Source: an optimization exercise on an open RTL-to-GDS flow (aim: small area, a short achievable clock period and few clock cycles). Production flows keep margins and buffers that such runs may drop.
At most, simulation tests tie the RTL to the original design; equivalence was not proved.
Power is estimated from default activity; no workload was simulated.

==> v4 <==
// ssev_engine
module ssev_engine (
    input  wire         clk,
    input  wire         rst,
    input  wire         cmd_valid,
    output wire         cmd_ready,
    input  wire [31:0]  cmd_word,
    input  wire [15:0]  cmd_width,
    input  wire [15:0]  cmd_height,
    input  wire         px_valid,
    output wire         px_ready,
    input  wire [127:0] px_src,
    input  wire [127:0] px_ref,
    output wire         res_valid,
    input  wire         res_ready,
    output wire [63:0]  res_sse,
    output wire [31:0]  res_sum,
    output wire [31:0]  res_var,
    output wire         res_err,
    output wire [2:0]   res_code
);
    wire [3:0] c_op = cmd_word[3:0];
    wire [2:0] c_wc = cmd_word[6:4];
    wire [2:0] c_hc = cmd_word[10:8];
    reg        size_ok;
    always @(*) begin
        case (c_wc)
            3'd2:    size_ok = (c_hc <= 3'd4);                     
            3'd3:    size_ok = (c_hc >= 3'd1) && (c_hc <= 3'd4);   
            3'd4:    size_ok = (c_hc >= 3'd2) && (c_hc <= 3'd5);   
            3'd5:    size_ok = (c_hc >= 3'd4) && (c_hc <= 3'd5);   
            default: size_ok = 1'b0;
        endcase
    end
    reg  [1:0]  dec_code;       
    reg         dec_var;
    reg         dec_s64;
    always @(*) begin
        dec_code = 2'd0;
        dec_var  = 1'b0;
        dec_s64  = 1'b0;
        if (cmd_word[31:11] != 21'd0 || cmd_word[7]) begin
            dec_code = 2'd1;
        end else if (c_op == 4'd3) begin
            if (c_wc != 3'd0 || c_hc != 3'd0)
  ...
clock: 28.0 ns
lec_check: 0
cap_margin: 20
core_margin: 2
core_utilization: 55
slew_margin: 20
synth_hierarchical: 1
synth_minimum_keep_size: 0
standard.sh (not shown) runs the stock make flow with config.mk's settings and CLKGATE_MAP_FILE= SYNTH_SCRIPT=/design/flow/synth_recipe.tcl, a recipe that flattens the netlist after the stock synthesis.
==> flow/flow/run.sh <==
#!/bin/bash
set -e
export BUFFER_PORTS_ARGS="-buffer_cell sky130_fd_sc_hd__buf_1"
export SETUP_SLACK_MARGIN=21
export CTS_ARGS="-sink_clustering_enable -repair_clock_nets -dont_use_dummy_load -sink_clustering_size 32 -sink_clustering_max_diameter 90"
bash standard.sh > standard.log 2>&1
==> v31: changes against v4 <==
--- a/flow/design.v
+++ b/flow/design.v
@@ -2127,19 +2127,16 @@
     wire        fin_last = (r_step == 5'd13 + {2'd0, r_e[3:1]} + {4'd0, r_e[0]});
     wire [2:0]  b_win    = {r_pl[1:0], r_q};
     wire        b_one    = mul_ph & (b_win[0] ^ b_win[1]);
     wire        b_two    = mul_ph & ((b_win == 3'b011) | (b_win == 3'b100));
     wire        b_neg    = mul_ph & b_win[2] & ~(b_win[1] & b_win[0]);
     wire [25:0] m_ext    = {{3{r_sum[22]}}, r_sum};
     wire [25:0] b_mag    = b_two ? {m_ext[24:0], 1'b0} : (b_one ? m_ext : 26'd0);
-    wire [31:0] alu_a    = fin_last ? r_sse[31:0] : {{8{r_ph[23]}}, r_ph};
-    wire [31:0] alu_b    = fin_last ? ~{r_ph[9:0], r_pl[23:2]} : {{6{b_mag[25] ^ b_neg}}, b_mag ^ {26{b_neg}}};
-    wire [31:0] alu      = alu_a + alu_b + {31'd0, fin_last | b_neg};
-    wire [25:0] ph_sum   = alu[25:0];
-    wire [31:0] fin_var  = alu;
+    wire [25:0] ph_sum   = {{2{r_ph[23]}}, r_ph} + (b_mag ^ {26{b_neg}}) + {25'd0, b_neg};
+    wire [31:0] fin_var  = r_sse[31:0] - {r_ph[9:0], r_pl[23:2]};
     wire       c_v_n      = act_v & ~c_done;
     wire       act_v_n    = sw_n | c_v_n;
     wire       act_first_n = sw_n | (act_first & ~emit);
     wire [1:0] act_code_n = (sw | sw_n) ? p_code : c_code;
     wire       acc_done_n = (a_v & a_last) | (acc_done & ~hand);
     wire       r_idle_n   = ~hand & (r_idle | (r_out & res_ready));
     wire       safe_n     = ~act_first_n | (~acc_done_n & (r_idle_n | ~c_done));
==> flow/flow/run.sh (replaced) <==
#!/bin/bash
set -e
export BUFFER_PORTS_ARGS="-buffer_cell sky130_fd_sc_hd__buf_1"
export SETUP_SLACK_MARGIN=21
export CTS_ARGS="-sink_clustering_enable -repair_clock_nets -dont_use_dummy_load"
bash standard.sh > standard.log 2>&1
==> v24: changes against v4 <==
--- a/flow/design.v
+++ b/flow/design.v
@@ -2127,19 +2127,16 @@
     wire        fin_last = (r_step == 5'd13 + {2'd0, r_e[3:1]} + {4'd0, r_e[0]});
     wire [2:0]  b_win    = {r_pl[1:0], r_q};
     wire        b_one    = mul_ph & (b_win[0] ^ b_win[1]);
     wire        b_two    = mul_ph & ((b_win == 3'b011) | (b_win == 3'b100));
     wire        b_neg    = mul_ph & b_win[2] & ~(b_win[1] & b_win[0]);
     wire [25:0] m_ext    = {{3{r_sum[22]}}, r_sum};
     wire [25:0] b_mag    = b_two ? {m_ext[24:0], 1'b0} : (b_one ? m_ext : 26'd0);
-    wire [31:0] alu_a    = fin_last ? r_sse[31:0] : {{8{r_ph[23]}}, r_ph};
-    wire [31:0] alu_b    = fin_last ? ~{r_ph[9:0], r_pl[23:2]} : {{6{b_mag[25] ^ b_neg}}, b_mag ^ {26{b_neg}}};
-    wire [31:0] alu      = alu_a + alu_b + {31'd0, fin_last | b_neg};
-    wire [25:0] ph_sum   = alu[25:0];
-    wire [31:0] fin_var  = alu;
+    wire [25:0] ph_sum   = {{2{r_ph[23]}}, r_ph} + (b_mag ^ {26{b_neg}}) + {25'd0, b_neg};
+    wire [31:0] fin_var  = r_sse[31:0] - {r_ph[9:0], r_pl[23:2]};
     wire       c_v_n      = act_v & ~c_done;
     wire       act_v_n    = sw_n | c_v_n;
     wire       act_first_n = sw_n | (act_first & ~emit);
     wire [1:0] act_code_n = (sw | sw_n) ? p_code : c_code;
     wire       acc_done_n = (a_v & a_last) | (acc_done & ~hand);
     wire       r_idle_n   = ~hand & (r_idle | (r_out & res_ready));
     wire       safe_n     = ~act_first_n | (~acc_done_n & (r_idle_n | ~c_done));
==> flow/flow/run.sh (replaced) <==
#!/bin/bash
set -e
export BUFFER_PORTS_ARGS="-buffer_cell sky130_fd_sc_hd__buf_1"
export SETUP_SLACK_MARGIN=21
export CTS_ARGS="-sink_clustering_enable -repair_clock_nets -dont_use_dummy_load -sink_clustering_size 24 -sink_clustering_max_diameter 60"
bash standard.sh > standard.log 2>&1
==> notes <==
Count of clock-buffer cells in the layout, highest first: v31, v24, v4. In critical path depth, v4 and v31 do not differ. In global-route usage, v31 and v24 hardly differ. In sequential power, v4 and v24 hardly differ. In combinational power, v4 and v31 hardly differ. Between v31 and v4, the lower non-clock buffer count is in v31 (gap 13). Synthesized area: v4 is smaller than v24 (about 1.2%). Against v24, the die area of v4 is smaller by 1.2%. Synthesized cell count is the same in v24 and v31.
Testbench counts of v31, summed over its fixed seeds: cycles 46,547.
Testbench counts of v24, summed over its fixed seeds: cycles 46,547.
Function not checked in v4: the RTL went through the layout flow alone.

-- separate check: timing with driven ports --
The results above use ideal ports. As a check the final layouts listed here were re-extracted and re-timed, cells and wires unchanged. Step 1, drivers: a clkbuf_16 drives clk and a buf_2 each remaining input, both assumed. Step 2 also shifts input and output timing later by t, the mid clock arrival at the registers, as if the neighbouring blocks saw the same clock. a / b / c = ideal / step 1 / step 2; a / b = the first two.
| run | t, ns | setup WS [ns] | cell pins on the clock port's net |
|---|---|---|---|
| v4 | 0.698 | 20.993 / 20.923 / 20.645 | 1 |
| v31 | 0.700 | 21.034 / 20.959 / 20.462 | 1 |
| v24 | 0.706 | 21.009 / 20.935 / 20.482 | 1 |
After both steps setup and hold are still met in every run listed. The setup slack of v31, which loses most, moves by -0.075 ns with the drivers and by -0.572 ns with both steps.
